This design comes from an exercise in tuning for small area, a short achievable clock period and few clock cycles on the open sky130 flow, not from production work.
Where RTL was checked, it was by simulation tests only, not by an equivalence proof against the original.
For runs 1, 3 and 4, only the layout was checked, not whether the RTL still works.
Power and IR drop assume default switching activity.

### flow/run.sh
#!/bin/bash
# The standard layout, with plain buffers on the ports instead of the
# default delay-cell choice, and a clock tree without dummy loads.
set -euo pipefail
bash standard.sh finish 'BUFFER_PORTS_ARGS=-buffer_cell sky130_fd_sc_hd__buf_2' \
  'CTS_ARGS=-sink_clustering_enable -repair_clock_nets -dont_use_dummy_load' > make_finish.log 2>&1
### standard.sh
#!/bin/bash
# synth_recipe.tcl (not shown) runs the flow's synth.tcl, then flattens the netlist and writes it again
# the make line also repeats each setting of config.mk as NAME=value (left out here)
make -C /OpenROAD-flow-scripts/flow DESIGN_CONFIG=/design/flow/config.mk WORK_HOME=/design/flow/orfs CLKGATE_MAP_FILE= SYNTH_SCRIPT=/design/flow/synth_recipe.tcl "${@:-finish}"
### config.mk
export PLATFORM = sky130hd
export DESIGN_NAME = cmri_core
export DESIGN_NICKNAME = cmri_core
export VERILOG_FILES = /design/flow/design.v
export SDC_FILE = /design/flow/constraint.sdc
export NUM_CORES = 4
export LEC_CHECK = 0
export CAP_MARGIN = 20
export CORE_MARGIN = 2
export CORE_UTILIZATION = 40
export SETUP_SLACK_MARGIN = 4.5
export SLEW_MARGIN = 20
### constraint.sdc
create_clock -name core_clock -period 8.0 [get_ports {clk}]
set_input_delay 1.6000 -clock core_clock [delete_from_list [all_inputs] [get_ports {clk}]]
set_output_delay 1.6000 -clock core_clock [all_outputs]
set_load 0.01 [all_outputs]
### design.v
module cmri_parser (
    input  wire       clk,
    input  wire       rst,
    input  wire [7:0] node_addr,
    input  wire       in_valid,      
    input  wire [7:0] in_byte,
    input  wire       p_sample,
    input  wire       p_region,
    input  wire [63:0] in_lines,
    output wire       disp_valid,
    output wire       disp_match,
    output wire       error,
    output reg        is_i,
    output reg        is_t,
    output reg        is_p,
    output wire       n_in_payload,
    output wire       n_in_maybe,
    output wire       n_store,
    output wire       n_is_p,
    output reg  [6:0] pay_len,
    input  wire [6:0] rd_addr,
    output wire [7:0] rd_data,
    output wire [63:0] first8,       
    output wire [63:0] first8_hi,    
    input  wire       sel_pick,
    output reg        f_sel,
    output wire       n_f_sel
);
    localparam MAX_LEN = 72;
    localparam ATTN = 8'hFF;
    localparam STX  = 8'h02;
    localparam ETX  = 8'h03;
    localparam DLE  = 8'h10;
    localparam S_START      = 3'd0;
    localparam S_ATTN_NEXT  = 3'd1;
    localparam S_STX_NEXT   = 3'd2;
    localparam S_ADDR_NEXT  = 3'd3;
    localparam S_TYPE_NEXT  = 3'd4;
    localparam S_MAYBE_DATA = 3'd6;
    localparam S_DATA_NEXT  = 3'd7;
    reg [2:0] state;
    reg       is_local;
    reg  [7:0] payload [0:MAX_LEN-1];
    reg [7:0] rd_or;
    integer r;
    always @(*) begin
        rd_or = 8'h00;
        for (r = 0; r < MAX_LEN; r = r + 1)
            rd_or = rd_or | (payload[r] & {8{rd_addr == r}});
    end
    assign rd_data = rd_or;
    genvar g;
    generate
        for (g = 0; g < 8; g = g + 1) begin : g_first8
            assign first8[g*8 +: 8]    = payload[g];
            assign first8_hi[g*8 +: 8] = payload[32 + g];
        end
    endgenerate
    assign disp_valid = in_valid & do_dispatch;
    assign disp_match = is_local;
    assign error      = in_valid & do_error;
    reg       do_append;
    reg       do_dispatch;
    reg       do_error;
    reg [2:0] next_state;
    always @(*) begin
        do_append   = 1'b0;
        do_dispatch = 1'b0;
        do_error    = 1'b0;
        next_state  = state;
        case (state)
            S_START:
                if (in_byte == ATTN) next_state = S_ATTN_NEXT;
                else                 do_error   = 1'b1;
            S_ATTN_NEXT:
                if (in_byte == ATTN) next_state = S_STX_NEXT;
                else                 do_error   = 1'b1;
            S_STX_NEXT:
                if (in_byte == STX)  next_state = S_ADDR_NEXT;
                else                 do_error   = 1'b1;
            S_ADDR_NEXT:
                next_state = S_TYPE_NEXT;
            S_TYPE_NEXT:
                next_state = S_MAYBE_DATA;
            S_MAYBE_DATA:
                if (in_byte == ETX || in_byte == ATTN) begin
                    do_dispatch = 1'b1;
                    next_state  = S_START;
                end else if (in_byte == DLE) begin
                    next_state = S_DATA_NEXT;
                end else begin
                    do_append  = 1'b1;
                    next_state = S_MAYBE_DATA;
                end
            S_DATA_NEXT: begin
                do_append  = 1'b1;
                next_state = S_MAYBE_DATA;
            end
            default:
                do_error = 1'b1;
        endcase
        if (do_append && pay_len == MAX_LEN) begin
            do_append = 1'b0;
            do_error  = 1'b1;
        end
        if (do_error)
            next_state = S_START;
    end
    wire [2:0] n_state = in_valid ? next_state : state;
    wire       take_type = in_valid && (state == S_TYPE_NEXT);
    wire       t_i = is_local && (in_byte == 8'h49);
    wire       t_t = is_local && (in_byte == 8'h54);
    wire       t_p = is_local && (in_byte == 8'h50);
    assign n_in_payload = (n_state[2:1] == 2'b11);
    assign n_in_maybe   = (n_state == S_MAYBE_DATA);
    assign n_store      = take_type ? (t_i || t_t) : (is_i || is_t);
    assign n_is_p       = take_type ? t_p : is_p;
    assign n_f_sel      = take_type ? sel_pick : f_sel;
    wire [6:0] wr_addr  = {pay_len[6], pay_len[5] ^ (f_sel & ~pay_len[6]), pay_len[4:0]};
    always @(posedge clk) begin
        if (rst) begin
            state    <= S_START;
            is_local <= 1'b0;
            is_i     <= 1'b0;
            is_t     <= 1'b0;
            is_p     <= 1'b0;
            f_sel    <= 1'b0;
            pay_len  <= 7'd0;
        end else begin
            state <= n_state;
            if (in_valid) begin
                if ((state == S_START && in_byte == ATTN) || do_error)
                    pay_len <= 7'd0;
                if (state == S_ADDR_NEXT) is_local <= (in_byte == node_addr);
                if (do_append) pay_len <= pay_len + 7'd1;
            end
            if (take_type) begin
                f_sel <= sel_pick;
                is_i <= t_i;
                is_t <= t_t;
                is_p <= t_p;
            end
        end
    end
    reg       w_go;
    reg [6:0] w_addr;
    reg [7:0] w_byte;
    always @(posedge clk) begin
        w_go   <= in_valid && do_append && (is_i || is_t);
        w_addr <= wr_addr;
        w_byte <= in_byte;
    end
    integer w;
    always @(posedge clk) begin
        if (w_go)
            payload[w_addr] <= w_byte;
        if (p_sample && !p_region)
            for (w = 0; w < 8; w = w + 1)
                payload[64 + w] <= in_lines[w*8 +: 8];
        if (p_sample && p_region)
            for (w = 0; w < 8; w = w + 1)
                payload[56 + w] <= in_lines[w*8 +: 8];
    end
endmodule
module cmri_dispatch (
    input  wire        clk,
    input  wire        rst,
    input  wire [7:0]  node_addr,
    input  wire        disp_valid,    
    input  wire        is_i,
    input  wire        is_t,
    input  wire        is_p,
    input  wire        n_in_payload,
    input  wire        n_in_maybe,
    input  wire        n_store,
    input  wire        n_is_p,
    input  wire [6:0]  pay_len,
    output wire [6:0]  rd_addr,
    output wire        p_sample,      
    output wire        p_region,
    input  wire [63:0] first8_hi,
    output wire        sel_pick,      
    input  wire        f_sel,         
    input  wire        n_f_sel,
    input  wire [7:0]  rd_data,
    input  wire [63:0] first8,
    output reg         rx_ready,
    output reg         ev_valid,
    input  wire        ev_ready,
    output reg  [2:0]  ev_kind,
    output reg  [7:0]  ev_data,
    output reg         ev_bit,
    output wire [63:0] out_lines
);
    localparam EV_TX_BYTE   = 3'd0;
    localparam EV_OUT_LINE  = 3'd1;
    localparam EV_OUT_BULK  = 3'd2;
    localparam EV_INIT_BYTE = 3'd3;
    localparam EV_INIT_END  = 3'd4;
    localparam J_NONE = 2'd0;
    localparam J_I    = 2'd1;
    localparam J_T    = 2'd2;
    localparam J_P    = 2'd3;
    localparam T_START = 3'd0;
    localparam T_PICK  = 3'd1;
    localparam T_EMIT  = 3'd2;
    localparam T_BULK  = 3'd3;
    localparam T_END   = 3'd4;
    localparam P_HDR   = 3'd0;
    localparam P_DATA  = 3'd1;
    localparam P_ETX   = 3'd2;
    reg [1:0]  a_kind;
    reg [6:0]  a_len;
    reg        a_reg;       
    reg [1:0]  b_kind;
    reg [6:0]  b_len;
    reg        b_reg;
    reg [1:0]  c_kind;
    reg [6:0]  c_len;
    reg        c_reg;
    reg [2:0]  ph;
    reg [6:0]  idx;         
    reg [3:0]  hcnt;        
    reg        esc_sent;
    reg [7:0]  pbyte;       
    reg [2:0]  kb;          
    reg [7:0]  tm;          
    reg [7:0]  nbyte;       
    reg [63:0] obank;
    reg [7:0]  a_th;        
    assign out_lines = obank;
    reg        a_flip;      
    assign rd_addr   = {idx[6], idx[5] ^ (a_flip & ~idx[6]), idx[4:0]};
    wire [1:0] new_kind = is_i ? J_I : is_t ? J_T : is_p ? J_P : J_NONE;
    wire       new_job  = disp_valid && (is_i || is_t || is_p);
    wire [63:0] newpat;
    genvar g, l;
    generate
        for (g = 0; g < 8; g = g + 1) begin : g_pat
            assign newpat[g*8 +: 8] = !a_th[g] ? 8'h00 :
                                      a_reg ? first8_hi[g*8 +: 8] : first8[g*8 +: 8];
        end
    endgenerate
    wire [63:0] tdiff     = newpat ^ obank;
    wire [7:0] bnz;
    generate
        for (g = 0; g < 8; g = g + 1) begin : g_bnz
            assign bnz[g] = |tdiff[g*8 +: 8];
        end
    endgenerate
    reg  [7:0] bnz_r;
    wire       bnz_any = |bnz_r;
    reg  [2:0] kb_next;
    integer k;
    always @(*) begin
        kb_next = 3'd0;
        for (k = 7; k >= 0; k = k - 1)
            if (bnz_r[k]) kb_next = k;
    end
    wire [7:0] tm_next = tdiff[kb_next*8 +: 8];
    wire [7:0] nb_next = newpat[kb_next*8 +: 8];
    reg  [2:0] jb;
    always @(*) begin
        jb = 3'd0;
        for (k = 7; k >= 0; k = k - 1)
            if (tm[k]) jb = k;
    end
    wire [7:0] tm_rest = tm & (tm - 8'd1);       
    wire       tm_last = ~|tm_rest;
    wire       t_pick  = (ph == T_PICK) || (ph == T_EMIT && tm_last && bnz_any);
    reg  [7:0] hdr_byte;
    always @(*) begin
        case (hcnt[2:0])
            3'd0:    hdr_byte = 8'hFF;
            3'd1:    hdr_byte = 8'hFF;
            3'd2:    hdr_byte = 8'h02;
            3'd3:    hdr_byte = node_addr;
            default: hdr_byte = 8'h52;      
        endcase
    end
    wire       nxt_zero = (ph == P_DATA) && (hcnt == 4'd7);
    wire [7:0] nxt_byte = nxt_zero ? 8'h00 : rd_data;
    wire       pesc     = (pbyte == 8'h02) || (pbyte == 8'h03) || (pbyte == 8'h10);
    wire       send_dle = pesc && !esc_sent;
    reg       e_valid;
    reg [2:0] e_kind;
    reg [7:0] e_data;
    reg       e_bit;
    reg       e_last;
    always @(*) begin
        e_valid = 1'b0;
        e_kind  = EV_TX_BYTE;
        e_data  = 8'h00;
        e_bit   = 1'b0;
        e_last  = 1'b0;
        case (a_kind)
            J_I: begin
                e_valid = 1'b1;
                if (idx == a_len) begin
                    e_kind = EV_INIT_END;
                    e_data = {1'b0, a_len};
                    e_last = 1'b1;
                end else begin
                    e_kind = EV_INIT_BYTE;
                    e_data = rd_data;
                end
            end
            J_T:
                case (ph)
                    T_START: ;
                    T_PICK: ;
                    T_EMIT: begin
                        e_valid = 1'b1;
                        e_kind  = EV_OUT_LINE;
                        e_data  = {2'b00, kb, jb};
                        e_bit   = nbyte[jb];
                    end
                    T_BULK: begin
                        e_valid = 1'b1;
                        e_kind  = EV_OUT_BULK;
                        e_data  = 8'd64;
                        e_last  = 1'b1;
                    end
                    default: e_last = 1'b1;
                endcase
            J_P: begin
                e_valid = 1'b1;
                case (ph)
                    P_HDR:   e_data = hdr_byte;
                    P_DATA:  e_data = send_dle ? 8'h10 : pbyte;
                    default: begin
                        e_data = 8'h03;
                        e_last = 1'b1;
                    end
                endcase
            end
            default: ;
        endcase
    end
    wire can_push = !ev_valid || ev_ready;
    wire step     = can_push && (a_kind != J_NONE);
    wire a_free   = (a_kind == J_NONE) || (step && e_last);
    wire b_full   = (b_kind != J_NONE);
    wire c_full   = (c_kind != J_NONE);
    wire p_to_etx = (ph == P_DATA) && (hcnt == 4'd8) && !send_dle;
    wire a_p_busy = (a_kind == J_P) && (ph != P_ETX);
    wire a_hold = (a_kind == J_I) || (a_kind == J_T);
    wire b_hold = (b_kind == J_I) || (b_kind == J_T);
    wire c_hold = (c_kind == J_I) || (c_kind == J_T);
    wire a_wide = (a_kind == J_I) && (a_len > 7'd32);
    wire b_wide = (b_kind == J_I) && (b_len > 7'd32);
    wire c_wide = (c_kind == J_I) && (c_len > 7'd32);
    wire occ0 = (a_hold && (!a_reg || a_wide)) || (b_hold && (!b_reg || b_wide)) ||
                (c_hold && (!c_reg || c_wide));
    assign sel_pick = occ0;
    wire used0 = (a_p_busy && !a_reg) || (b_kind == J_P && !b_reg) ||
                 (c_kind == J_P && !c_reg);
    wire used1 = (a_p_busy &&  a_reg) || (b_kind == J_P &&  b_reg) ||
                 (c_kind == J_P &&  c_reg);
    wire r0_blk = (a_kind == J_I && a_len > 7'd64) || (b_kind == J_I && b_len > 7'd64) ||
                  (c_kind == J_I && c_len > 7'd64);
    wire r1_blk = (a_kind == J_I && (a_reg ? a_len > 7'd24 : a_len > 7'd56)) ||
                  (b_kind == J_I && (b_reg ? b_len > 7'd24 : b_len > 7'd56)) ||
                  (c_kind == J_I && (c_reg ? c_len > 7'd24 : c_len > 7'd56));
    wire r0_free = !used0 && !r0_blk;
    assign p_region = !r0_free;
    wire new_reg = is_p ? p_region : f_sel;
    wire [1:0] new_k = new_job ? new_kind : J_NONE;
    reg  [1:0] n_a_kind, n_b_kind, n_c_kind;
    reg  [6:0] n_a_len,  n_b_len,  n_c_len;
    reg        n_a_reg,  n_b_reg,  n_c_reg;
    always @(*) begin
        n_a_kind = a_kind; n_a_len = a_len; n_a_reg = a_reg;
        n_b_kind = b_kind; n_b_len = b_len; n_b_reg = b_reg;
        n_c_kind = c_kind; n_c_len = c_len; n_c_reg = c_reg;
        if (a_free) begin
            if (b_full) begin
                n_a_kind = b_kind; n_a_len = b_len; n_a_reg = b_reg;
                if (c_full) begin
                    n_b_kind = c_kind; n_b_len = c_len; n_b_reg = c_reg;
                    n_c_kind = new_k;  n_c_len = pay_len; n_c_reg = new_reg;
                end else begin
                    n_b_kind = new_k;  n_b_len = pay_len; n_b_reg = new_reg;
                    n_c_kind = J_NONE;
                end
            end else begin
                n_a_kind = new_k;  n_a_len = pay_len; n_a_reg = new_reg;
                n_b_kind = J_NONE;
                n_c_kind = J_NONE;
            end
        end else if (new_job) begin
            if (!b_full) begin
                n_b_kind = new_kind; n_b_len = pay_len; n_b_reg = new_reg;
            end else begin
                n_c_kind = new_kind; n_c_len = pay_len; n_c_reg = new_reg;
            end
        end
    end
    wire s_free = (a_kind == J_NONE) || e_last;    
    wire       s_a_hold  = s_free ? b_hold : a_hold;
    wire       s_a_wide  = s_free ? b_wide : a_wide;
    wire       s_a_reg   = s_free ? b_reg  : a_reg;
    wire [1:0] s_a_kind  = s_free ? b_kind : a_kind;
    wire [6:0] s_a_len   = s_free ? b_len  : a_len;
    wire       s_a_pbusy = s_free ? (b_kind == J_P) : (a_p_busy && !p_to_etx);
    wire       s_b_hold  = s_free ? c_hold : b_hold;
    wire       s_b_wide  = s_free ? c_wide : b_wide;
    wire       s_b_reg   = s_free ? c_reg  : b_reg;
    wire [1:0] s_b_kind  = s_free ? c_kind : b_kind;
    wire [6:0] s_b_len   = s_free ? c_len  : b_len;
    wire       s_c_hold  = !s_free && c_hold;
    wire [1:0] s_c_kind  = s_free ? J_NONE : c_kind;
    wire h0_it0, h0_it1, h0_p, h1_it0, h1_it1, h1_p;
    cmri_hold u_hold0 (
        .a_hold (a_hold),   .a_wide (a_wide),   .a_reg (a_reg),   .a_kind (a_kind),
        .a_len  (a_len),    .a_pbusy (a_p_busy),
        .b_hold (b_hold),   .b_wide (b_wide),   .b_reg (b_reg),   .b_kind (b_kind),
        .b_len  (b_len),
        .c_hold (c_hold),   .c_wide (c_wide),   .c_reg (c_reg),   .c_kind (c_kind),
        .c_len  (c_len),
        .pay_len (pay_len),
        .hold_it0 (h0_it0), .hold_it1 (h0_it1), .hold_p (h0_p)
    );
    cmri_hold u_hold1 (
        .a_hold (s_a_hold), .a_wide (s_a_wide), .a_reg (s_a_reg), .a_kind (s_a_kind),
        .a_len  (s_a_len),  .a_pbusy (s_a_pbusy),
        .b_hold (s_b_hold), .b_wide (s_b_wide), .b_reg (s_b_reg), .b_kind (s_b_kind),
        .b_len  (s_b_len),
        .c_hold (s_c_hold), .c_wide (c_wide),   .c_reg (c_reg),   .c_kind (s_c_kind),
        .c_len  (c_len),
        .pay_len (pay_len),
        .hold_it0 (h1_it0), .hold_it1 (h1_it1), .hold_p (h1_p)
    );
    wire n_hold_it = n_in_payload && n_store &&
                     (can_push ? (n_f_sel ? h1_it1 : h1_it0) : (n_f_sel ? h0_it1 : h0_it0));
    wire n_hold_p  = n_in_maybe && n_is_p && (can_push ? h1_p : h0_p);
    assign p_sample = disp_valid && is_p;
    always @(posedge clk) begin
        if (rst) begin
            ev_valid <= 1'b0;
            ev_kind  <= EV_TX_BYTE;
            ev_data  <= 8'h00;
            ev_bit   <= 1'b0;
        end else if (can_push) begin
            ev_valid <= e_valid;
            ev_kind  <= e_kind;
            ev_data  <= e_data;
            ev_bit   <= e_bit;
        end
    end
    always @(posedge clk) begin
        if (rst)
            rx_ready <= 1'b1;
        else
            rx_ready <= !(n_hold_it || n_hold_p);
    end
    always @(posedge clk) begin
        if (rst) begin
            a_kind   <= J_NONE;
            a_len    <= 7'd0;
            a_reg    <= 1'b0;
            b_kind   <= J_NONE;
            b_len    <= 7'd0;
            b_reg    <= 1'b0;
            c_kind   <= J_NONE;
            c_len    <= 7'd0;
            c_reg    <= 1'b0;
            ph       <= 3'd0;
            idx      <= 7'd0;
            hcnt     <= 4'd0;
            esc_sent <= 1'b0;
            obank    <= 64'd0;
        end else begin
            a_kind <= n_a_kind;
            b_kind <= n_b_kind;
            c_kind <= n_c_kind;
            a_len  <= n_a_len;
            b_len  <= n_b_len;
            c_len  <= n_c_len;
            a_reg  <= n_a_reg;
            b_reg  <= n_b_reg;
            c_reg  <= n_c_reg;
            if (a_free) begin
                a_flip   <= (n_a_kind == J_I) && n_a_reg;
                a_th     <= {n_a_len > 7'd7, n_a_len > 7'd6, n_a_len > 7'd5, n_a_len > 7'd4,
                             n_a_len > 7'd3, n_a_len > 7'd2, n_a_len > 7'd1, n_a_len > 7'd0};
                ph       <= 3'd0;
                idx      <= (n_a_kind != J_P) ? 7'd0 : n_a_reg ? 7'd56 : 7'd64;
                hcnt     <= 4'd0;
                esc_sent <= 1'b0;
            end else if (step) begin
                case (a_kind)
                    J_I: idx <= idx + 7'd1;
                    J_T: begin
                        case (ph)
                            T_START: ph <= (|bnz) ? T_PICK : T_END;
                            T_PICK:  ph <= T_EMIT;
                            T_EMIT:  if (tm_last && !bnz_any) ph <= T_BULK;
                            default: ;
                        endcase
                        if (t_pick)
                            obank[kb_next*8 +: 8] <= nb_next;
                    end
                    J_P:
                        case (ph)
                            P_HDR: begin
                                if (hcnt == 4'd4) begin
                                    ph   <= P_DATA;
                                    hcnt <= 4'd0;
                                    idx  <= idx + 7'd1;
                                end else begin
                                    hcnt <= hcnt + 4'd1;
                                end
                            end
                            P_DATA:
                                if (send_dle) begin
                                    esc_sent <= 1'b1;
                                end else begin
                                    esc_sent <= 1'b0;
                                    if (hcnt == 4'd8)
                                        ph <= P_ETX;
                                    hcnt <= hcnt + 4'd1;
                                    idx  <= idx + 7'd1;
                                end
                            default: ;
                        endcase
                    default: ;
                endcase
            end
        end
    end
    always @(posedge clk) begin
        if (step && a_kind == J_T) begin
            if (ph == T_START)
                bnz_r <= bnz;
            if (t_pick) begin
                bnz_r[kb_next] <= 1'b0;
                kb    <= kb_next;
                tm    <= tm_next;
                nbyte <= nb_next;
            end else
                tm    <= tm_rest;
        end
        if (step && a_kind == J_P &&
            ((ph == P_HDR && hcnt == 4'd4) || (ph == P_DATA && !send_dle))) begin
            pbyte <= nxt_byte;
        end
    end
endmodule
module cmri_hold (
    input  wire       a_hold,
    input  wire       a_wide,
    input  wire       a_reg,
    input  wire [1:0] a_kind,
    input  wire [6:0] a_len,
    input  wire       a_pbusy,
    input  wire       b_hold,
    input  wire       b_wide,
    input  wire       b_reg,
    input  wire [1:0] b_kind,
    input  wire [6:0] b_len,
    input  wire       c_hold,
    input  wire       c_wide,
    input  wire       c_reg,
    input  wire [1:0] c_kind,
    input  wire [6:0] c_len,
    input  wire [6:0] pay_len,
    output wire       hold_it0,
    output wire       hold_it1,
    output wire       hold_p
);
    localparam J_NONE = 2'd0;
    localparam J_I    = 2'd1;
    localparam J_P    = 2'd3;
    wire occ0 = (a_hold && (!a_reg || a_wide)) || (b_hold && (!b_reg || b_wide)) ||
                (c_hold && (!c_reg || c_wide));
    wire occ1 = (a_hold && ( a_reg || a_wide)) || (b_hold && ( b_reg || b_wide)) ||
                (c_hold && ( c_reg || c_wide));
    wire b_p = (b_kind == J_P);
    wire c_p = (c_kind == J_P);
    wire used0 = (a_pbusy && !a_reg) || (b_p && !b_reg) || (c_p && !c_reg);
    wire used1 = (a_pbusy &&  a_reg) || (b_p &&  b_reg) || (c_p &&  c_reg);
    wire r0_blk = (a_kind == J_I && a_len > 7'd64) || (b_kind == J_I && b_len > 7'd64) ||
                  (c_kind == J_I && c_len > 7'd64);
    wire r1_blk = (a_kind == J_I && (a_reg ? a_len > 7'd24 : a_len > 7'd56)) ||
                  (b_kind == J_I && (b_reg ? b_len > 7'd24 : b_len > 7'd56)) ||
                  (c_kind == J_I && (c_reg ? c_len > 7'd24 : c_len > 7'd56));
    wire c_full = (c_kind != J_NONE);
    wire w_low  = (pay_len <= 7'd31);
    wire w_high = (pay_len >= 7'd31) && (pay_len <= 7'd63);
    wire w_r0   = (pay_len >= 7'd63);
    wire w_r1_0 = (pay_len >= 7'd55) && (pay_len <= 7'd63);
    wire w_r1_1 = (pay_len >= 7'd23) && (pay_len <= 7'd31);
    wire w_any  = c_full || (w_r0 && (used0 || r0_blk));
    assign hold_it0 = w_any || (w_low && occ0) || (w_high && occ1) || (w_r1_0 && used1);
    assign hold_it1 = w_any || (w_low && occ1) || (w_high && occ0) || (w_r1_1 && used1);
    assign hold_p   = c_full || ((used0 || r0_blk) && (used1 || r1_blk));
endmodule
module cmri_counters (
    input  wire        clk,
    input  wire        rst,
    input  wire        inc_byte,
    input  wire        inc_seen,
    input  wire        inc_proc,
    input  wire        inc_error,
    output reg  [15:0] cnt_bytes,
    output reg  [15:0] cnt_frames_seen,
    output reg  [15:0] cnt_frames_proc,
    output reg  [15:0] cnt_errors
);
    always @(posedge clk) begin
        if (rst) begin
            cnt_bytes       <= 16'd0;
            cnt_frames_seen <= 16'd0;
            cnt_frames_proc <= 16'd0;
            cnt_errors      <= 16'd0;
        end else begin
            if (inc_byte)  cnt_bytes       <= cnt_bytes + 16'd1;
            if (inc_seen)  cnt_frames_seen <= cnt_frames_seen + 16'd1;
            if (inc_proc)  cnt_frames_proc <= cnt_frames_proc + 16'd1;
            if (inc_error) cnt_errors      <= cnt_errors + 16'd1;
        end
    end
endmodule
module cmri_core (
    input  wire        clk,
    input  wire        rst,
    input  wire [6:0]  local_id,
    input  wire        rx_valid,
    input  wire [7:0]  rx_data,
    output wire        rx_ready,
    input  wire [63:0] in_lines,
    output wire        ev_valid,
    input  wire        ev_ready,
    output wire [2:0]  ev_kind,
    output wire [7:0]  ev_data,
    output wire        ev_bit,
    output wire [63:0] out_lines,
    output wire [15:0] cnt_bytes,
    output wire [15:0] cnt_frames_seen,
    output wire [15:0] cnt_frames_proc,
    output wire [15:0] cnt_errors
);
    wire       disp_valid;
    wire       disp_match;
    wire       parse_error;
    wire       is_i;
    wire       is_t;
    wire       is_p;
    wire       n_in_payload;
    wire       n_in_maybe;
    wire       n_store;
    wire       n_is_p;
    wire [6:0] pay_len;
    wire [7:0] pay_rd_data;
    wire [6:0] pay_rd_addr;
    wire [63:0] first8;
    wire [63:0] first8_hi;
    wire       sel_pick;
    wire       f_sel;
    wire       n_f_sel;
    wire       byte_taken;
    wire       p_sample;
    wire       p_region;
    reg  [7:0] node_addr;
    always @(posedge clk)
        node_addr <= {1'b0, local_id} + 8'd65;
    assign byte_taken = rx_valid & rx_ready;
    cmri_parser u_parser (
        .clk          (clk),
        .rst          (rst),
        .node_addr    (node_addr),
        .in_valid     (byte_taken),
        .in_byte      (rx_data),
        .p_sample     (p_sample),
        .p_region     (p_region),
        .in_lines     (in_lines),
        .disp_valid   (disp_valid),
        .disp_match   (disp_match),
        .error        (parse_error),
        .is_i         (is_i),
        .is_t         (is_t),
        .is_p         (is_p),
        .n_in_payload (n_in_payload),
        .n_in_maybe   (n_in_maybe),
        .n_store      (n_store),
        .n_is_p       (n_is_p),
        .pay_len      (pay_len),
        .rd_addr      (pay_rd_addr),
        .rd_data      (pay_rd_data),
        .first8       (first8),
        .first8_hi    (first8_hi),
        .sel_pick     (sel_pick),
        .f_sel        (f_sel),
        .n_f_sel      (n_f_sel)
    );
    cmri_dispatch u_dispatch (
        .clk          (clk),
        .rst          (rst),
        .node_addr    (node_addr),
        .disp_valid   (disp_valid & disp_match),
        .is_i         (is_i),
        .is_t         (is_t),
        .is_p         (is_p),
        .n_in_payload (n_in_payload),
        .n_in_maybe   (n_in_maybe),
        .n_store      (n_store),
        .n_is_p       (n_is_p),
        .pay_len      (pay_len),
        .rd_addr      (pay_rd_addr),
        .p_sample     (p_sample),
        .p_region     (p_region),
        .rd_data      (pay_rd_data),
        .first8       (first8),
        .first8_hi    (first8_hi),
        .sel_pick     (sel_pick),
        .f_sel        (f_sel),
        .n_f_sel      (n_f_sel),
        .rx_ready     (rx_ready),
        .ev_valid     (ev_valid),
        .ev_ready     (ev_ready),
        .ev_kind      (ev_kind),
        .ev_data      (ev_data),
        .ev_bit       (ev_bit),
        .out_lines    (out_lines)
    );
    cmri_counters u_counters (
        .clk        (clk),
        .rst        (rst),
        .inc_byte   (byte_taken),
        .inc_seen   (disp_valid),
        .inc_proc   (disp_valid & disp_match),
        .inc_error  (parse_error),
        .cnt_bytes       (cnt_bytes),
        .cnt_frames_seen (cnt_frames_seen),
        .cnt_frames_proc (cnt_frames_proc),
        .cnt_errors      (cnt_errors)
    );
endmodule
==> summary.md, run 1 <==
| Metric | Value |
|---|---|
| Library cells used by synthesis | about 100 |
| Register share of total power | around 56% |
| Cell family with most CP delay | compound AO/OA/AOI/OAI gates |
| Worst-Skew Late Latency | about 0.67 ns |
| Global placement routability congestion | a little under 1 |
| Die Area | 99700 µm² |
| Hold_buf cts | 0 |
| Max reg flops | approximately 580 |
| Rows | roughly 110 |
| Pint | ~6.7 mW |
| Setup crit end kind | register |
| Final hold vios | 0 |
| Crit path from | u_dispatch.idx[0] |
| Final Power | 8.471 mW |
| Final HPWL DP | 104700 µm |
| Main synth FF type | edfxtp_1 |
| Worst-path clk slew | ~0.060 ns |
| Layout cell share with drive strength beyond 1 | a little under a fifth |
| First-pass GRT wire length | between 200000 and 250000 µm |
| Vias in the first global route | 28.67k |
| Clock Tree Buf Depth | 3 |
| CP peak stage delay | between 0.8 and 0.9 ns |
| M1 WL | around 59000 µm |
| Die H | around 320 µm |
| CP max stage cell | a222oi_1 |
| Synth warn | 4 |
| Gate power share | 2.6% |
| Core ar. | approximately 97000 µm² |
| WP data arrival | around 4.2 ns |
| Most flops, register | u_parser.payload |
| Crit Path Max Fanout | 19 |
| Reg-to-reg endpoint | u_dispatch.ev_data[2] |
| Drt pass-1 iters | 7 |
| Die W | ~320 µm |
| Slew @ Worst Pin | around 1.2 ns |
| Leak pwr | between 15 and 20 nW |
| Total GRT Usage | between 20% and 30% |
| Grt total ovfl | 0 |
| Unrepaired setup endpoints after global routing | yes |
| Period minus WS final | ~3.7 ns |
| Wirelength per Cell | between 30 and 40 µm |
| Worst min-delay path class | register to register |
| Worst r2r src | u_dispatch.idx[0] |
| Max Fclk | approximately 0.27 GHz |
| Seq/Total Area, Yosys | between 50 and 60% |
| Clock Skew | slightly below 0.08 ns |
| Initial Util | 40.26% |
| I/O Buffers | between 200 and 250 |
| Post-layout util | 46.63% |
| Total clock sinks | roughly 850 |
| Ys async rst share | 0% |
| Synthesized Nets | 3582 |
| Post-synth top area cell | edfxtp_1 |
| Worst vdd ir | 0.0001620 V |
| Initial antenna violation count | 4 |
| R2r worst-path depth | 11 |
| Setup violators final | 0 |
| Buf/Inv on CP | 3 |
| Aggregate routed wire length | 149200 µm |
| Setup tns final | 0 ns |
| Crit Path Category | register to register |
| EDFF count, synth | between 600 and 700 |
| Final #Nets | ~3.8k |
| Max_cap viols | 0 |
| Met3 Wirelength | 17540 µm |
| Max layer used | met5 |
| Fin. max-slew vios | 0 |
| Synth top cells by count | edfxtp_1 (620), nand2_1 (498), nor2_1 (274) |
| WP data required | 8.53 ns |
| Net Sw Power | between 1.5 and 2 mW |
| Clock Power Share | 41.6% |
| TritonCTS buffer count | 88 |
| Routed wl met2 | 63780 µm |
| End of the critical path | u_dispatch.ev_data[2] |
| Cell count after synthesis | about 3.5k |
| Largest net degree at the start of global routing | 80 |
| Synth top area share | a little under half |
| Slew Limit Headroom | about a fifth |
| Area grow syn2layout | 15.82% |
| DR vias/cell | between 6 and 7 |
| CP Launch Type | register |
| Sw frac | between 20% and 30% |
| TritonCTS clock tree | built |
| H-tree levels | 3 |
| Syn Area/Cell | between 10 and 15 µm² |
| Most numerous cell in the Yosys netlist | edfxtp_1 |
| Largest regs | u_parser.payload: 576 flops, u_dispatch.obank: 64 flops |
| Final period utilization | 45.81% |
| Cell Pwr Density | 188.1 nW/µm² |
| Reg2reg setup slack | 4.34 ns |
| Clk root buf | clkbuf_16 |
| Drt drc | 0 |
| Worst path depth | 11 |
| Initial DRC count | slightly below 5k |
| Layout fillers | ~8.8k |
| FF+latch count, synth | approximately 850 |
| Cell Area, Synth | about 39000 µm² |
| I/O pins | between 200 and 250 |
| Worst path cell trace | inv_1, ha_4, and3b_2, buf_12, a222oi_1, o22ai_1, or3_4, nor4_4, buf_6, o21ai_0, a22o_1 |
| Top cells by area, synth | edfxtp_1 (48%), dfxtp_1 (12%), nand2_1 (4.8%), a22oi_1 (2.7%), nor2_1 (2.6%) |
| Outcome | complete, no violations |
| DR vias | 31.51k |
| Post-route ant nets | 0 |
## power by group through the flow
| stage | logic, mW | registers, mW | clock network (mW) |
|---|---|---|---|
| floorplan | 0.0829 | 4.82 | 0 |
| global placement | 0.208 | 4.81 | 0 |
| detailed placement | 0.210 | 4.81 | 0 |
| CTS | 0.214 | 4.72 | 3.55 |
| global route | 0.234 | 4.72 | 3.69 |
| finish | 0.223 | 4.72 | 3.53 |
## timing repair
| item | in CTS | in global routing |
|---|---|---|
| pin swaps | 12 | 12 |
| setup endpoints to repair | 347 | 360 |
| cloned | 3 | 3 |
| resized for setup | 94 | 67 |
| hold endpoints to repair | 0 | 0 |
| buffers inserted | 12 | 31 |
## worst min-delay path: stages, from the launching register on
cell and delay [ns]:
dfxtp_1 0.31, nand2_1 0.05, a21oi_1 0.05
## worst min-delay path by stage
stage | startpoint | end | slack [ns] | cells past startpoint
5_1_grt | u_dispatch.ev_kind[2] | u_dispatch.ev_kind[2] | 0.48 | 2
6_report | u_dispatch.ev_kind[2] | u_dispatch.ev_kind[2] | 0.45 | 2
2_1_floorplan | u_parser.pay_len[2] | u_parser.w_addr[2] | 0.33 | 0
3_3_place_gp | u_dispatch.ev_data[3] | u_dispatch.ev_data[3] | 0.44 | 2
3_5_place_dp | u_dispatch.ev_data[3] | u_dispatch.ev_data[3] | 0.44 | 2
4_1_cts | u_dispatch.ev_kind[2] | u_dispatch.ev_kind[2] | 0.45 | 2
## per-stage QoR
step	std cells	worst slack, ns	hold slack, ns	area, µm²
detailed placement	4825	3.028	0.4408	41580
global route	4964	4.386	0.4780	45020
global placement	4824	3.069	0.4370	41540
CTS	4928	4.399	0.4547	44360
finish	4965	4.335	0.4512	45030
floorplan	3466	4.083	0.3290	39090
## layout make-up
type	instances	area, µm²	area share (%)
inverters	67	255.2	0.5669
diodes	2	5.005	0.01112
clock buffers	88	2202	4.891
multi-input cells	2343	15520	34.47
flip-flops and latches	846	23170	51.45
well taps	1276	1597	3.546
repair inverters	1	5.005	0.01112
repair buffers	342	2275	5.052
## layer usage
layer | vias to the layer above | GRT usage (%)
met5 | - | 0
li1 | 13500 | -
met3 | 404 | 6.520
met1 | 15390 | 40.38
met2 | 2204 | 42.26
met4 | 2 | 15.25
## kinds of logic after synthesis
logic type | count (synthesis) | share of synthesized area (%)
AO/OA/AOI/OAI | 794 | 14.44
buffers and inverters | 280 | 2.906
adder cells (fa/ha/maj) | 38 | 1.191
flip-flops | 846 | 59.53
XOR/XNOR | 123 | 2.810
AND/OR/NAND/NOR | 1244 | 14.95
multiplexers | 141 | 4.174
## layout by cell type (no fill, tap or decap), types with 52 or more instances in the layout
master,Yosys,routed
edfxtp_1,620,620
nor2_1,274,259
mux2i_1,71,69
xor2_1,56,56
inv_1,64,63
a22oi_1,139,132
mux2_2,59,59
buf_2,38,221
nor3_1,62,52
buf_4,6,94
nand3_1,117,115
xnor2_1,65,65
dfxtp_1,226,213
a22o_1,73,73
nand4_1,55,55
a21oi_1,120,115
nand2_1,498,480
o21ai_0,136,112
clkbuf_16,0,90
==> inputs of run 2 (changes only) <==
--- a/design.v
+++ b/design.v
@@ -41,14 +41,7 @@
     reg [2:0] state;
     reg       is_local;
     reg  [7:0] payload [0:MAX_LEN-1];
-    reg [7:0] rd_or;
-    integer r;
-    always @(*) begin
-        rd_or = 8'h00;
-        for (r = 0; r < MAX_LEN; r = r + 1)
-            rd_or = rd_or | (payload[r] & {8{rd_addr == r}});
-    end
-    assign rd_data = rd_or;
+    assign rd_data = payload[rd_addr];
     genvar g;
     generate
         for (g = 0; g < 8; g = g + 1) begin : g_first8
==> run 2 against run 1 <==
Effect of this change:
- maximum frequency up 5.9%
- sequential cell count is the same
- combinational power up 140%
- worst setup slack better by 0.21 ns
- critical path type is now input port to register
- total power up 5.0%
- sequential power up 0.8%
==> summary.md, run 2 <==
| Metric | Value |
|---|---|
| Synth top cells by count | edfxtp_1 (620), nand2_1 (469), nor2_1 (307) (was edfxtp_1 (620), nand2_1 (498), nor2_1 (274)) |
| Net Sw Power | 2.011 mW (was 1.785 mW) |
| Rows | 115 (was 114) |
| Clock Power Share | 40.4% (was 41.6%) |
| Fin cells | 4652 (was 4965) |
| Reg2reg setup slack | 4.57 ns (was 4.34 ns) |
| Post-layout util | 45.89% (was 46.63%) |
| Most numerous cell in the Yosys netlist | edfxtp_1 (unchanged) |
| Gate power share | 6.1% (was 2.6%) |
| I/O Buffers | 224 (unchanged) |
| Worst vdd ir | 0.0001604 V (was 0.0001620 V) |
| Final HPWL DP | 79870 µm (was 104700 µm) |
| Period minus WS final | 3.460 ns (was 3.665 ns) |
| M1 WL | 51110 µm (was 58780 µm) |
| DR vias/cell | 5.911 (was 6.346) |
| Worst r2r src | u_dispatch.a_reg (was u_dispatch.idx[0]) |
| Initial antenna violation count | 1 (was 4) |
| Hold_buf cts | 0 (unchanged) |
| Slew @ Worst Pin | 1.077 ns (was 1.196 ns) |
| Grt total ovfl | 0 (unchanged) |
| CP Launch Type | input port (was register) |
| Worst min-delay path class | register to register (unchanged) |
| Buf/Inv on CP | 2 (was 3) |
| First-pass GRT wire length | 176500 µm (was 209000 µm) |
| Max Fclk | 0.2891 GHz (was 0.2729 GHz) |
| H-tree levels | 3 (unchanged) |
| Clock Skew | 0.07489 ns (was 0.07862 ns) |
| Fin. max-slew vios | 0 (unchanged) |
| Met3 Wirelength | 9074 µm (was 17540 µm) |
| Most common cell after layout, fill and taps aside | edfxtp_1 (unchanged) |
| Crit Path Max Fanout | 16 (was 19) |
| Final hold slack | 0.4592 ns (was 0.4512 ns) |
| Worst-path clk slew | 0.06 ns (about the same) |
| Max_cap viols | 0 (unchanged) |
| Setup crit end kind | register (unchanged) |
| Leak pwr | 15.51 nW (was 15.43 nW) |
| Max layer used | met4 (was met5) |
| Clk root buf | clkbuf_16 (unchanged) |
| TritonCTS buffer count | 91 (was 88) |
| Main synth FF type | edfxtp_1 (unchanged) |
| Synthesized Nets | 3287 (was 3582) |
| EDFF count, synth | 620 (unchanged) |
| WP data required | 8.52 ns (was 8.53 ns) |
| TritonCTS clock tree | built (unchanged) |
| Aggregate routed wire length | 121100 µm (was 149200 µm) |
| Library cells used by synthesis | 99 (was 98) |
| Synth top area share | 46.70% (was 47.89%) |
| CP peak stage delay | 0.47 ns (was 0.89 ns) |
| Die W | 319.7 µm (was 315.8 µm) |
| DR vias | 27.50k (was 31.51k) |
| Most flops, register | u_parser.payload (unchanged) |
| Wirelength per Cell | 26.02 µm (was 30.06 µm) |
| Sw frac | 22.62% (was 21.07%) |
| Final period utilization | 43.24% (was 45.81%) |
| Final hold vios | 0 (unchanged) |
| Routed wl met2 | 56600 µm (was 63780 µm) |
| Total GRT Usage | 23.08% (was 29.01%) |
| Max reg flops | 576 (unchanged) |
| WP data arrival | 3.98 ns (was 4.20 ns) |
| Final #Nets | 3481 (was 3805) |
| Die Area | 102200 µm² (was 99700 µm²) |
| Placed Area | 42250 µm² (was 41580 µm²) |
| Register share of total power | 53.6% (was 55.7%) |
| Area grow syn2layout | 13.46% (was 15.82%) |
| Unrepaired setup endpoints after global routing | yes (unchanged) |
| Design Area, Final | 45230 µm² (was 45030 µm²) |
| Clock Tree Buf Depth | 3 (unchanged) |
| Slew Limit Headroom | 27.95% (was 19.95%) |
| Hold_sp | u_dispatch.ev_kind[1] (was u_dispatch.ev_kind[2]) |
| Drt pass-1 iters | 8 (was 7) |
| Cell Area, Synth | 39860 µm² (was 38880 µm²) |
| Setup violators final | 0 (unchanged) |
| Crit path from | rx_data[2] (was u_dispatch.idx[0]) |
| Cell family with most CP delay | simple AND/OR/NAND/NOR gates (was compound AO/OA/AOI/OAI gates) |
| Largest net degree at the start of global routing | 80 (unchanged) |
| Syn Area/Cell | 12.56 µm² (was 11.22 µm²) |
| Post-synth top area cell | edfxtp_1 (unchanged) |
| Cell Pwr Density | 196.6 nW/µm² (was 188.1 nW/µm²) |
| I/O pins | 225 (unchanged) |
| Pint | 6.881 mW (was 6.685 mW) |
| Layout cell share with drive strength beyond 1 | 20.92% (was 18.66%) |
| Worst-Skew Late Latency | 0.67 ns (about the same) |
| Reg-to-reg endpoint | u_dispatch.ph[0] (was u_dispatch.ev_data[2]) |
| Setup tns final | 0 ns (unchanged) |
| Drt drc | 0 (unchanged) |
| Seq/Total Area, Yosys | 58.05% (was 59.53%) |
| Outcome | complete, no violations (unchanged) |
| Top cells by area, synth | edfxtp_1 (47%), dfxtp_1 (11%), mux4_2 (11%), nand2_1 (4.4%), nor2_1 (2.9%) (was edfxtp_1 (48%), dfxtp_1 (12%), nand2_1 (4.8%), a22oi_1 (2.7%), nor2_1 (2.6%)) |
| Die H | 319.7 µm (was 315.8 µm) |
| Post-route ant nets | 0 (unchanged) |
| Global placement routability congestion | 0.9364 (was 0.9750) |
| ANT cells | 0 (was 2) |
| Cell count after synthesis | 3173 (was 3466) |
| Placed Cells | 4527 (was 4825) |
| Most frequent cells in the layout | edfxtp_1 (620), nand2_1 (454), nor2_1 (304), buf_2 (223), dfxtp_1 (212) (was edfxtp_1 (620), nand2_1 (480), nor2_1 (259), buf_2 (221), dfxtp_1 (213)) |
| Vias in the first global route | 26.47k (was 28.67k) |
| CP max stage cell | and3_2 (was a222oi_1) |
| Crit Path Category | input port to register (was register to register) |
| End of the critical path | u_parser.payload[68][4] (was u_dispatch.ev_data[2]) |
| Largest regs | u_parser.payload: 576 flops, u_dispatch.obank: 64 flops (unchanged) |
| Synth warn | 4 (unchanged) |
| Worst path cell trace | buf_2, nor4_4, nand4_2, and2_1, nor4_4, buf_4, and3_2, nand2_1, nand2_1 (was inv_1, ha_4, and3b_2, buf_12, a222oi_1, o22ai_1, or3_4, nor4_4, buf_6, o21ai_0, a22o_1) |
| Core ar. | 98560 µm² (was 96570 µm²) |
| Total clock sinks | 846 (unchanged) |
| Initial Util | 40.44% (was 40.26%) |
| Worst path depth | 9 (was 11) |
| Initial DRC count | 3156 (was 4891) |
| FF+latch count, synth | 846 (unchanged) |
| Ys async rst share | 0% (unchanged) |
| R2r worst-path depth | 9 (was 11) |
-- run 2: cell type report --
type	count	area, µm²
Sequential cell	846	23170
Multi-Input combinational cell	2084	16040
Tap cell	1287	1610
Clock buffer	91	2277
Timing Repair inverter	1	5.005
Timing Repair Buffer	291	1917
Fill cell	8872	53330
Inverter	52	205.2
-- run 2: cell families (layout without fill, tap and decap cells) --
logic type,Yosys count,count (layout),synth area share [%]
flops,846,846,58.05
xor+xnor,131,131,2.878
buf+inv,246,435,2.690
fa+ha+maj,34,34,1.048
compound gates,409,409,6.864
mux,343,343,15.03
simple gates,1164,1167,13.44
-- run 2: power groups by stage --
| stage | Sequential, mW | Clock, mW | Combinational, mW |
|---|---|---|---|
| after floorplan | 4.84 | 0 | 0.327 |
| after global placement | 4.86 | 0 | 0.511 |
| after detailed placement | 4.86 | 0 | 0.513 |
| after CTS | 4.76 | 3.65 | 0.522 |
| after global routing | 4.76 | 3.80 | 0.577 |
| final | 4.76 | 3.59 | 0.540 |
-- run 2: layer usage --
metal,global-route usage (%),vias up
met1,32.19,13860
li1,-,12230
met4,8.333,0
met2,36.57,1193
met3,3.654,222
met5,0,-
-- run 2: worst min-delay path by stage --
| stage | to | slack [ns] | depth (start not counted) |
|---|---|---|---|
| after floorplan | u_parser.w_addr[4] | 0.35 | 0 |
| after global placement | u_dispatch.ev_kind[2] | 0.44 | 2 |
| after detailed placement | u_dispatch.ev_kind[0] | 0.46 | 2 |
| after CTS | u_dispatch.ev_kind[0] | 0.46 | 2 |
| after global routing | u_dispatch.ev_kind[0] | 0.49 | 2 |
| final | u_dispatch.ev_kind[1] | 0.46 | 2 |
-- run 2: per-stage QoR --
stage	worst slack, ns	total power [mW]
after detailed placement	3.353	5.369
final	4.540	8.893
after CTS	4.192	8.932
after floorplan	4.394	5.171
after global routing	4.441	9.141
after global placement	3.381	5.366
-- run 2: repair_timing --
item	CTS	global route
cloned	5	4
endpoints found under the setup margin	328	284
resized for setup	26	37
pin swaps	1	3
setup buffers	9	16
-- run 2: worst reg2reg max path: stages (launching register included) --
cell	delay [ns]
dfxtp_4	0.54
buf_16	0.26
mux2_1	0.41
nand2_1	0.18
xor2_1	0.20
or4b_1	0.47
or4_4	0.57
nor4_4	0.43
o21a_1	0.19
o22ai_1	0.07
Testbench counts of run 2, summed over its fixed seeds: cycles 38,073.
==> inputs of run 3 (changes only) <==
--- a/design.v
+++ b/design.v
@@ -390,7 +390,16 @@
         end
     end
     wire s_free = (a_kind == J_NONE) || e_last;    
-    wire       s_a_hold  = s_free ? b_hold : a_hold;
+    wire       a_tfl     = (a_kind == J_T) && (ph != T_START);
+    reg  [2:0] a_tmax;
+    always @(*) begin
+        a_tmax = 3'd0;
+        for (k = 0; k < 8; k = k + 1)
+            if (bnz_r[k]) a_tmax = k;
+    end
+    wire       a_hold_f  = (a_kind == J_I) || (a_kind == J_T && ph == T_START);
+    wire       s_a_hold  = s_free ? b_hold : a_hold_f;
+    wire       s_a_tfl   = !s_free && a_tfl;
     wire       s_a_wide  = s_free ? b_wide : a_wide;
     wire       s_a_reg   = s_free ? b_reg  : a_reg;
     wire [1:0] s_a_kind  = s_free ? b_kind : a_kind;
@@ -405,7 +414,8 @@
     wire [1:0] s_c_kind  = s_free ? J_NONE : c_kind;
     wire h0_it0, h0_it1, h0_p, h1_it0, h1_it1, h1_p;
     cmri_hold u_hold0 (
-        .a_hold (a_hold),   .a_wide (a_wide),   .a_reg (a_reg),   .a_kind (a_kind),
+        .a_hold (a_hold_f), .a_wide (a_wide),   .a_reg (a_reg),   .a_kind (a_kind),
+        .a_tfl  (a_tfl),    .a_tmax (a_tmax),   .a_tneed (bnz_any),
         .a_len  (a_len),    .a_pbusy (a_p_busy),
         .b_hold (b_hold),   .b_wide (b_wide),   .b_reg (b_reg),   .b_kind (b_kind),
         .b_len  (b_len),
@@ -416,6 +426,7 @@
     );
     cmri_hold u_hold1 (
         .a_hold (s_a_hold), .a_wide (s_a_wide), .a_reg (s_a_reg), .a_kind (s_a_kind),
+        .a_tfl  (s_a_tfl),  .a_tmax (a_tmax),   .a_tneed (bnz_any),
         .a_len  (s_a_len),  .a_pbusy (s_a_pbusy),
         .b_hold (s_b_hold), .b_wide (s_b_wide), .b_reg (s_b_reg), .b_kind (s_b_kind),
         .b_len  (s_b_len),
@@ -542,6 +553,9 @@
 endmodule
 module cmri_hold (
     input  wire       a_hold,
+    input  wire       a_tfl,       
+    input  wire [2:0] a_tmax,      
+    input  wire       a_tneed,     
     input  wire       a_wide,
     input  wire       a_reg,
     input  wire [1:0] a_kind,
@@ -585,8 +599,12 @@
     wire w_r1_0 = (pay_len >= 7'd55) && (pay_len <= 7'd63);
     wire w_r1_1 = (pay_len >= 7'd23) && (pay_len <= 7'd31);
     wire w_any  = c_full || (w_r0 && (used0 || r0_blk));
-    assign hold_it0 = w_any || (w_low && occ0) || (w_high && occ1) || (w_r1_0 && used1);
-    assign hold_it1 = w_any || (w_low && occ1) || (w_high && occ0) || (w_r1_1 && used1);
+    wire t_low  = a_tfl && a_tneed && (pay_len <= {4'd0, a_tmax});
+    wire t_high = a_tfl && a_tneed && (pay_len >= 7'd31) && (pay_len <= {4'd4, a_tmax});
+    assign hold_it0 = w_any || (w_low && occ0) || (w_high && occ1) || (w_r1_0 && used1) ||
+                      (t_low && !a_reg) || (t_high && a_reg);
+    assign hold_it1 = w_any || (w_low && occ1) || (w_high && occ0) || (w_r1_1 && used1) ||
+                      (t_low &&  a_reg) || (t_high && !a_reg);
     assign hold_p   = c_full || ((used0 || r0_blk) && (used1 || r1_blk));
 endmodule
 module cmri_counters (
--- a/config.mk
+++ b/config.mk
@@ -10,3 +10,4 @@
 export CORE_UTILIZATION = 40
 export SETUP_SLACK_MARGIN = 4.5
 export SLEW_MARGIN = 20
+export TNS_END_PERCENT = 10
==> run 3 against run 2 <==
Effect of this change:
- still clean
- cell count increased by 2.1%
- sequential cell count unchanged
- area after synthesis increased by 0.40%
- via count increased by 3.1%
- clock-buffer cell count unchanged
- critical path depth decreased by 1
- sequential share of layout area decreased by 0.34 points
- clock skew increased by 0.0079 ns
- maximum frequency decreased by 5.4%
- die area increased by 0.40%
- highest routed layer unchanged
==> summary.md, run 3 <==
| Metric | Value |
|---|---|
| Max_cap viols | 0 (unchanged) |
| Library cells used by synthesis | 96 (was 99) |
| Synth top area share | 46.52% (was 46.70%) |
| Drt pass-1 iters | 6 (was 8) |
| H-tree levels | 3 (unchanged) |
| Cell Area, Synth | 40020 µm² (was 39860 µm²) |
| Final #Nets | 3568 (was 3481) |
| Most common cell after layout, fill and taps aside | edfxtp_1 (unchanged) |
| Final hold vios | 0 (unchanged) |
| Synthesized Nets | 3368 (was 3287) |
| Setup crit end kind | register (unchanged) |
| Worst min-delay path class | register to register (unchanged) |
| Synth warn | 4 (unchanged) |
| Clock Skew | 0.08279 ns (was 0.07489 ns) |
| Ys async rst share | 0% (unchanged) |
| Wirelength per Cell | 26.56 µm (was 26.02 µm) |
| Reg2reg setup slack | 4.42 ns (was 4.57 ns) |
| Hold Crit Endpoint | u_dispatch.ev_kind[1] (unchanged) |
| DR vias | 28.36k (was 27.50k) |
| Post-route ant nets | 0 (unchanged) |
| Die W | 320.3 µm (was 319.7 µm) |
| Global placement routability congestion | 0.9973 (was 0.9364) |
| Main synth FF type | edfxtp_1 (unchanged) |
| Largest regs | u_parser.payload: 576 flops, u_dispatch.obank: 64 flops (unchanged) |
| ANT cells | 0 (unchanged) |
| Clock Tree Buf Depth | 3 (unchanged) |
| Fin. max-slew vios | 0 (unchanged) |
| DR vias/cell | 5.971 (was 5.911) |
| Total GRT Usage | 23.80% (was 23.08%) |
| Met3 Wirelength | 9349 µm (was 9074 µm) |
| I/O Buffers | 224 (unchanged) |
| Routed wl met2 | 58690 µm (was 56600 µm) |
| Grt total ovfl | 0 (unchanged) |
| Total clock sinks | 846 (unchanged) |
| Reg-to-reg endpoint | u_dispatch.ph[0] (unchanged) |
| Synth top cells by count | edfxtp_1 (620), nand2_1 (469), nor2_1 (314) (was edfxtp_1 (620), nand2_1 (469), nor2_1 (307)) |
| WP data arrival | 3.94 ns (was 3.98 ns) |
| Cell count after synthesis | 3253 (was 3173) |
| Crit Path Category | input port to register (unchanged) |
| I/O pins | 225 (unchanged) |
| First-pass GRT wire length | 180500 µm (was 176500 µm) |
| FF+latch count, synth | 846 (unchanged) |
| Setup violators final | 0 (unchanged) |
| Largest net degree at the start of global routing | 69 (was 80) |
| Slew Limit Headroom | 23.23% (was 27.95%) |
| Core ar. | 99570 µm² (was 98560 µm²) |
| Syn Area/Cell | 12.30 µm² (was 12.56 µm²) |
| Worst-path clk slew | 0.05 ns (was 0.06 ns) |
| M1 WL | 53200 µm (was 51110 µm) |
| Clk root buf | clkbuf_16 (unchanged) |
| Crit Path Max Fanout | 8 (was 16) |
| Layout cell share with drive strength beyond 1 | 21.39% (was 20.92%) |
| Top cells by area, synth | edfxtp_1 (47%), dfxtp_1 (11%), mux4_2 (10%), nand2_1 (4.4%), nor2_1 (2.9%) (was edfxtp_1 (47%), dfxtp_1 (11%), mux4_2 (11%), nand2_1 (4.4%), nor2_1 (2.9%)) |
| TritonCTS clock tree | built (unchanged) |
| Max layer used | met4 (unchanged) |
| Setup tns final | 0 ns (unchanged) |
| Worst vdd ir | 0.0001446 V (was 0.0001604 V) |
| Final HPWL DP | 85920 µm (was 79870 µm) |
| Initial antenna violation count | 2 (was 1) |
| Leak pwr | 15.40 nW (was 15.51 nW) |
| Die H | 320.3 µm (was 319.7 µm) |
| Worst r2r src | u_dispatch.a_reg (unchanged) |
| R2r worst-path depth | 9 (unchanged) |
| TritonCTS buffer count | 91 (unchanged) |
| Area grow syn2layout | 13.76% (was 13.46%) |
| Die Area | 102600 µm² (was 102200 µm²) |
| Most frequent cells in the layout | edfxtp_1 (620), nand2_1 (459), nor2_1 (310), buf_2 (220), dfxtp_1 (212) (was edfxtp_1 (620), nand2_1 (454), nor2_1 (304), buf_2 (223), dfxtp_1 (212)) |
| Drt drc | 0 (unchanged) |
| Worst-Skew Late Latency | 0.67 ns (about the same) |
| Seq/Total Area, Yosys | 57.82% (was 58.05%) |
| Max Fclk | 0.2736 GHz (was 0.2891 GHz) |
| Max reg flops | 576 (unchanged) |
| Final period utilization | 45.69% (was 43.24%) |
| Period minus WS final | 3.655 ns (was 3.460 ns) |
| Final hold slack | 0.4665 ns (was 0.4592 ns) |
| Unrepaired setup endpoints after global routing | yes (unchanged) |
| EDFF count, synth | 620 (unchanged) |
| Hold_sp | u_dispatch.ev_kind[1] (unchanged) |
| Most flops, register | u_parser.payload (unchanged) |
| Outcome | complete, no violations (unchanged) |
| Rows | 116 (was 115) |
| Slew @ Worst Pin | 1.152 ns (was 1.077 ns) |
| Most numerous cell in the Yosys netlist | edfxtp_1 (unchanged) |
| Post-synth top area cell | edfxtp_1 (unchanged) |
| Worst Hold Depth | 2 (unchanged) |
| WP data required | 8.28 ns (was 8.52 ns) |
| Aggregate routed wire length | 126100 µm (was 121100 µm) |
| Vias in the first global route | 26.53k (was 26.47k) |
| Cell Pwr Density | 193.9 nW/µm² (was 196.6 nW/µm²) |
| Initial Util | 40.20% (was 40.44%) |
| CP Launch Type | input port (unchanged) |
| Initial DRC count | 3479 (was 3156) |
==> run 3: cell types whose count changed after synthesis, moves of 12 or more <==
cell,change
nor4_1,+15
nor2b_1,-12
mux2_1,-33
xnor2_1,+15
nand3b_1,+13
a22oi_1,-59
mux4_2,-12
o211ai_1,+21
o21ai_0,+26
nand2b_1,+15
mux2_2,+25
xor2_1,-28
a22o_1,+29
or3_1,+30
==> run 3: timing repair <==
| item | CTS | global route |
|---|---|---|
| resized for setup | 42 | 50 |
| endpoints found under the hold margin | 0 | 0 |
| buffers inserted | 4 | 29 |
| hold buffers | 0 | 0 |
| gates cloned | 4 | 2 |
| pin swaps | 3 | 13 |
| endpoints found under the setup margin | 394 | 399 |
==> run 3: worst max-delay path, stage by stage <==
cell      delay, ns
buf_6          0.12
nor4_4         0.26
or4b_4         0.54
a211oi_4       0.37
buf_8          0.20
nand2_1        0.20
or2_4          0.41
o21ai_4        0.22
==> run 3: worst max-delay path by stage <==
stage                    start                       to  slack, ns  depth (start not counted)
detailed placement    ev_ready     u_dispatch.obank[59]       3.21                          9
global placement    rx_data[2]  u_parser.payload[61][7]       3.25                          9
finish              rx_data[4]  u_parser.payload[58][5]       4.34                          8
floorplan           rx_data[2]  u_parser.payload[56][0]       4.19                          8
CTS                 rx_data[2]      u_dispatch.c_len[3]       4.29                         10
global route        rx_data[4]        u_dispatch.idx[6]       4.28                         10
==> run 3: cells by family after synthesis <==
group	Yosys count	share of synthesized area (%)
xor gates and xnor gates	118	2.582
muxes	316	13.82
AOI/OAI and AO/OA	471	7.959
adders and majority gates	37	1.129
DFF	846	57.82
and+or+nand+nor	1216	14.14
buffers and inverters	249	2.542
==> run 3: final cells by class <==
type | count | area (µm²)
inverter | 58 | 225.2
sequential | 846 | 23170
timing repair buffer | 296 | 1917
fill | 9050 | 54040
tap | 1298 | 1624
clock buffer | 91 | 2277
multi-input combinational | 2160 | 16320
==> run 3: where the power goes <==
group | internal (mW) | total, mW | switching [mW]
logic | 0.154 | 0.502 | 0.348
registers | 4.72 | 4.76 | 0.0334
clock network | 1.98 | 3.57 | 1.59
==> run 3: stage by stage <==
| stage | setup WS, ns | power, mW | cell area [µm²] | instances | util, % |
|---|---|---|---|---|---|
| final | 4.345 | 8.827 | 45530 | 4749 | 45.73 |
| after global routing | 4.284 | 9.060 | 45530 | 4749 | 45.73 |
| after CTS | 4.294 | 8.864 | 45010 | 4718 | 45.20 |
| after detailed placement | 3.212 | 5.317 | 42460 | 4619 | 42.64 |
| after global placement | 3.253 | 5.314 | 42460 | 4619 | 42.64 |
| after floorplan | 4.188 | 5.120 | 40190 | 3253 | - |
==> run 3: layer usage <==
layer / global-route usage (%) / vias to the layer above
li1: - / 12600
met1: 33.23 / 14210
met2: 38.01 / 1303
met3: 3.530 / 245
met4: 8.190 / 0
met5: 0 / -
==> inputs of run 4 (changes only) <==
--- a/design.v
+++ b/design.v
@@ -227,7 +227,7 @@
     wire [1:0] new_kind = is_i ? J_I : is_t ? J_T : is_p ? J_P : J_NONE;
     wire       new_job  = disp_valid && (is_i || is_t || is_p);
     wire [63:0] newpat;
-    genvar g, l;
+    genvar g;
     generate
         for (g = 0; g < 8; g = g + 1) begin : g_pat
             assign newpat[g*8 +: 8] = !a_th[g] ? 8'h00 :
@@ -337,7 +337,8 @@
     wire c_full   = (c_kind != J_NONE);
     wire p_to_etx = (ph == P_DATA) && (hcnt == 4'd8) && !send_dle;
     wire a_p_busy = (a_kind == J_P) && (ph != P_ETX);
-    wire a_hold = (a_kind == J_I) || (a_kind == J_T);
+    wire a_hold   = (a_kind == J_I) || (a_kind == J_T);
+    wire a_hold_f = (a_kind == J_I) || (a_kind == J_T && ph == T_START);
     wire b_hold = (b_kind == J_I) || (b_kind == J_T);
     wire c_hold = (c_kind == J_I) || (c_kind == J_T);
     wire a_wide = (a_kind == J_I) && (a_len > 7'd32);
@@ -345,7 +346,9 @@
     wire c_wide = (c_kind == J_I) && (c_len > 7'd32);
     wire occ0 = (a_hold && (!a_reg || a_wide)) || (b_hold && (!b_reg || b_wide)) ||
                 (c_hold && (!c_reg || c_wide));
-    assign sel_pick = occ0;
+    wire occ1 = (a_hold && ( a_reg || a_wide)) || (b_hold && ( b_reg || b_wide)) ||
+                (c_hold && ( c_reg || c_wide));
+    assign sel_pick = !occ0 ? 1'b0 : !occ1 ? 1'b1 : a_hold ? a_reg : b_reg;
     wire used0 = (a_p_busy && !a_reg) || (b_kind == J_P && !b_reg) ||
                  (c_kind == J_P && !c_reg);
     wire used1 = (a_p_busy &&  a_reg) || (b_kind == J_P &&  b_reg) ||
@@ -397,7 +400,6 @@
         for (k = 0; k < 8; k = k + 1)
             if (bnz_r[k]) a_tmax = k;
     end
-    wire       a_hold_f  = (a_kind == J_I) || (a_kind == J_T && ph == T_START);
     wire       s_a_hold  = s_free ? b_hold : a_hold_f;
     wire       s_a_tfl   = !s_free && a_tfl;
     wire       s_a_wide  = s_free ? b_wide : a_wide;
--- a/config.mk
+++ b/config.mk
@@ -10,4 +10,3 @@
 export CORE_UTILIZATION = 40
 export SETUP_SLACK_MARGIN = 4.5
 export SLEW_MARGIN = 20
-export TNS_END_PERCENT = 10
==> run 4 against run 3 <==
Effect of this change:
- critical endpoint is now u_dispatch.obank[4]
- sequential cell count unchanged
- sequential power down 0.8%
- critical path depth up 2
- still clean
- largest power group unchanged
- clock-buffer cell count down 2
- clock power down 1%
- cell count up 0.15%
- synthesized cell count up 0.18%
- maximum frequency up 3.0%
- register-to-register slack better by 0.03 ns
- first-iteration DRC count down 2.5%
==> summary.md, run 4 <==
| Metric | Value |
|---|---|
| Outcome | complete, no violations (unchanged) |
| Aggregate routed wire length | 125800 µm (was 126100 µm) |
| Final #Nets | 3574 (was 3568) |
| Placed Cells | 4625 (was 4619) |
| Total GRT Usage | 23.69% (was 23.80%) |
| Leak pwr | 15.98 nW (was 15.40 nW) |
| First-pass GRT wire length | 181200 µm (was 180500 µm) |
| Core ar. | 99860 µm² (was 99570 µm²) |
| Die H | 320.9 µm (was 320.3 µm) |
| Worst vdd ir | 0.0001538 V (was 0.0001446 V) |
| Die Area | 103000 µm² (was 102600 µm²) |
| Initial DRC count | 3391 (was 3479) |
| Most numerous cell in the Yosys netlist | edfxtp_1 (unchanged) |
| Vias in the first global route | 26.62k (was 26.53k) |
| Post-route ant nets | 0 (unchanged) |
| Slew Limit Headroom | 28.62% (was 23.23%) |
| Synthesized Nets | 3375 (was 3368) |
| Rows | 116 (unchanged) |
| Complex-gate fraction of the synthesized area | 7.939% (was 7.959%) |
| Largest net degree at the start of global routing | 65 (was 69) |
| Final Power | 8.400 mW (was 8.827 mW) |
| DR vias/cell | 5.997 (was 5.971) |
| Max reg flops | 576 (unchanged) |
| Drt pass-1 iters | 6 (unchanged) |
| Largest family of logic cells by synthesized area | multiplexers (was simple AND/OR/NAND/NOR gates) |
| Global placement routability congestion | 0.9745 (was 0.9973) |
| Initial antenna violation count | 4 (was 2) |
| CP Launch Type | register (was input port) |
| Drt drc | 0 (unchanged) |
| Post-synthesis simple-gate area fraction | 13.84% (was 14.14%) |
| Most flops, register | u_parser.payload (unchanged) |
| TritonCTS clock tree | built (unchanged) |
| Syn Area/Cell | 12.33 µm² (was 12.30 µm²) |
| I/O pins | 225 (unchanged) |
| FF+latch count, synth | 846 (unchanged) |
| Area grow syn2layout | 14.11% (was 13.76%) |
| Most frequent cells in the layout | edfxtp_1 (620), nand2_1 (472), nor2_1 (335), buf_2 (223), dfxtp_1 (210) (was edfxtp_1 (620), nand2_1 (459), nor2_1 (310), buf_2 (220), dfxtp_1 (212)) |
| H-tree levels | 3 (unchanged) |
| Seq/Total Area, Yosys | 57.60% (was 57.82%) |
| Fin. max-slew vios | 0 (unchanged) |
| Synth top area share | 46.34% (was 46.52%) |
| Final period utilization | 44.38% (was 45.69%) |
| Largest regs | u_parser.payload: 576 flops, u_dispatch.obank: 64 flops (unchanged) |
| Top cells by area, synth | edfxtp_1 (46%), dfxtp_1 (11%), mux4_2 (10%), nand2_1 (4.6%), nor2_1 (3.1%) (was edfxtp_1 (47%), dfxtp_1 (11%), mux4_2 (10%), nand2_1 (4.4%), nor2_1 (2.9%)) |
| Post-synth top area cell | edfxtp_1 (unchanged) |
| Max Fclk | 0.2817 GHz (was 0.2736 GHz) |
| Cell Area, Synth | 40170 µm² (was 40020 µm²) |
| Worst-Skew Late Latency | 0.67 ns (about the same) |
| Synth warn | 4 (unchanged) |
## run 4: cell count changes in the layout (fill, tap and decap cells not counted), sizes merged, moves of 18 or more
cell | previous run | this run
a22o | 29 | 10
a22oi | 2 | 21
nand2 | 470 | 494
nand2b | 34 | 16
nor2 | 316 | 337
nor3 | 66 | 46
o21ai | 115 | 75
or3 | 49 | 28
xor2 | 60 | 81
## run 4: metrics by stage
| stage | setup WS (ns) | hold WS (ns) | area (µm²) |
|---|---|---|---|
| after floorplan | 4.405 | 0.3540 | 40580 |
| after global routing | 4.456 | 0.4822 | 45840 |
| after detailed placement | 3.248 | 0.4441 | 42750 |
| after global placement | 3.259 | 0.4434 | 42750 |
| final | 4.450 | 0.4548 | 45840 |
| after CTS | 4.470 | 0.4561 | 45440 |
## run 4: timing repair
item / 4_1_cts / 5_1_grt
endpoints found under the setup margin: 357 / 300
hold buffers: 0 / 0
setup buffers: 16 / 19
pin swaps: 2 / 4
cloned: 1 / 4
resized for setup: 47 / 37
## run 4: routing by layer
metal / share of wire, % / GRT usage [%] / wire length [µm] / vias up
li1: - / - / - / 12610
met1: 43 / 34.53 / 54520 / 14330
met2: 46 / 36.92 / 57280 / 1374
met3: 8.2 / 3.450 / 10260 / 208
met4: 3.0 / 6.708 / 3743 / 0
met5: 0 / 0 / 0 / -
## run 4: layout make-up
class / count / area, µm²
Fill cell: 8973 / 54010
Sequential cell: 846 / 23170
Multi-Input combinational cell: 2166 / 16580
Clock buffer: 89 / 2227
Timing Repair Buffer: 301 / 2023
Tap cell: 1298 / 1624
Inverter: 53 / 207.7
Timing Repair inverter: 1 / 5.005
Antenna cell: 2 / 5.005
## run 4: logic make-up (layout without fill, tap and decap cells)
group                      after synthesis  count (layout)
muxes                                  326             326
DFF                                    846             846
adders and majority gates               37              37
AOI/OAI and AO/OA                      456             457
xor gates and xnor gates               127             127
other                                    0               2
and+or+nand+nor                       1219            1219
buffers and inverters                  248             444
## run 4: worst paths after layout
path / cells past startpoint / end / slack [ns] / start
setup / recovery: 10 / u_dispatch.obank[4] / 4.45 / u_dispatch.bnz_r[1]
hold / removal: 2 / u_dispatch.ev_data[0] / 0.45 / u_dispatch.ev_data[0]
setup reg to reg: 10 / u_dispatch.obank[4] / 4.45 / u_dispatch.bnz_r[1]
hold reg to reg: 2 / u_dispatch.ev_data[0] / 0.45 / u_dispatch.ev_data[0]
## run 4: worst max-delay path, stage by stage (launching register included)
cell      delay [ns]
edfxtp_1        0.43
buf_4           0.22
nor4_4          0.27
buf_4           0.18
nand2_8         0.15
clkinv_1        0.19
buf_4           0.39
nor2_1          0.10
o311ai_0        0.79
nand2_1         0.40
a22o_1          0.30
## run 4: power by group
part           internal, mW  total (mW)  switching (mW)  leakage (nW)
clock                  1.94        3.52            1.58          1.10
sequential             4.70        4.72          0.0123          7.48
combinational        0.0410       0.160           0.119          7.41
total                  6.69        8.40            1.71          16.0

Setup slack of run 4, layout unchanged: 4.450 ns with ideal ports, 4.450 ns with driving cells assumed (clock clkbuf_16, inputs buf_2), 3.848 ns with port delays also shifted by the 0.711 ns mid clock arrival.
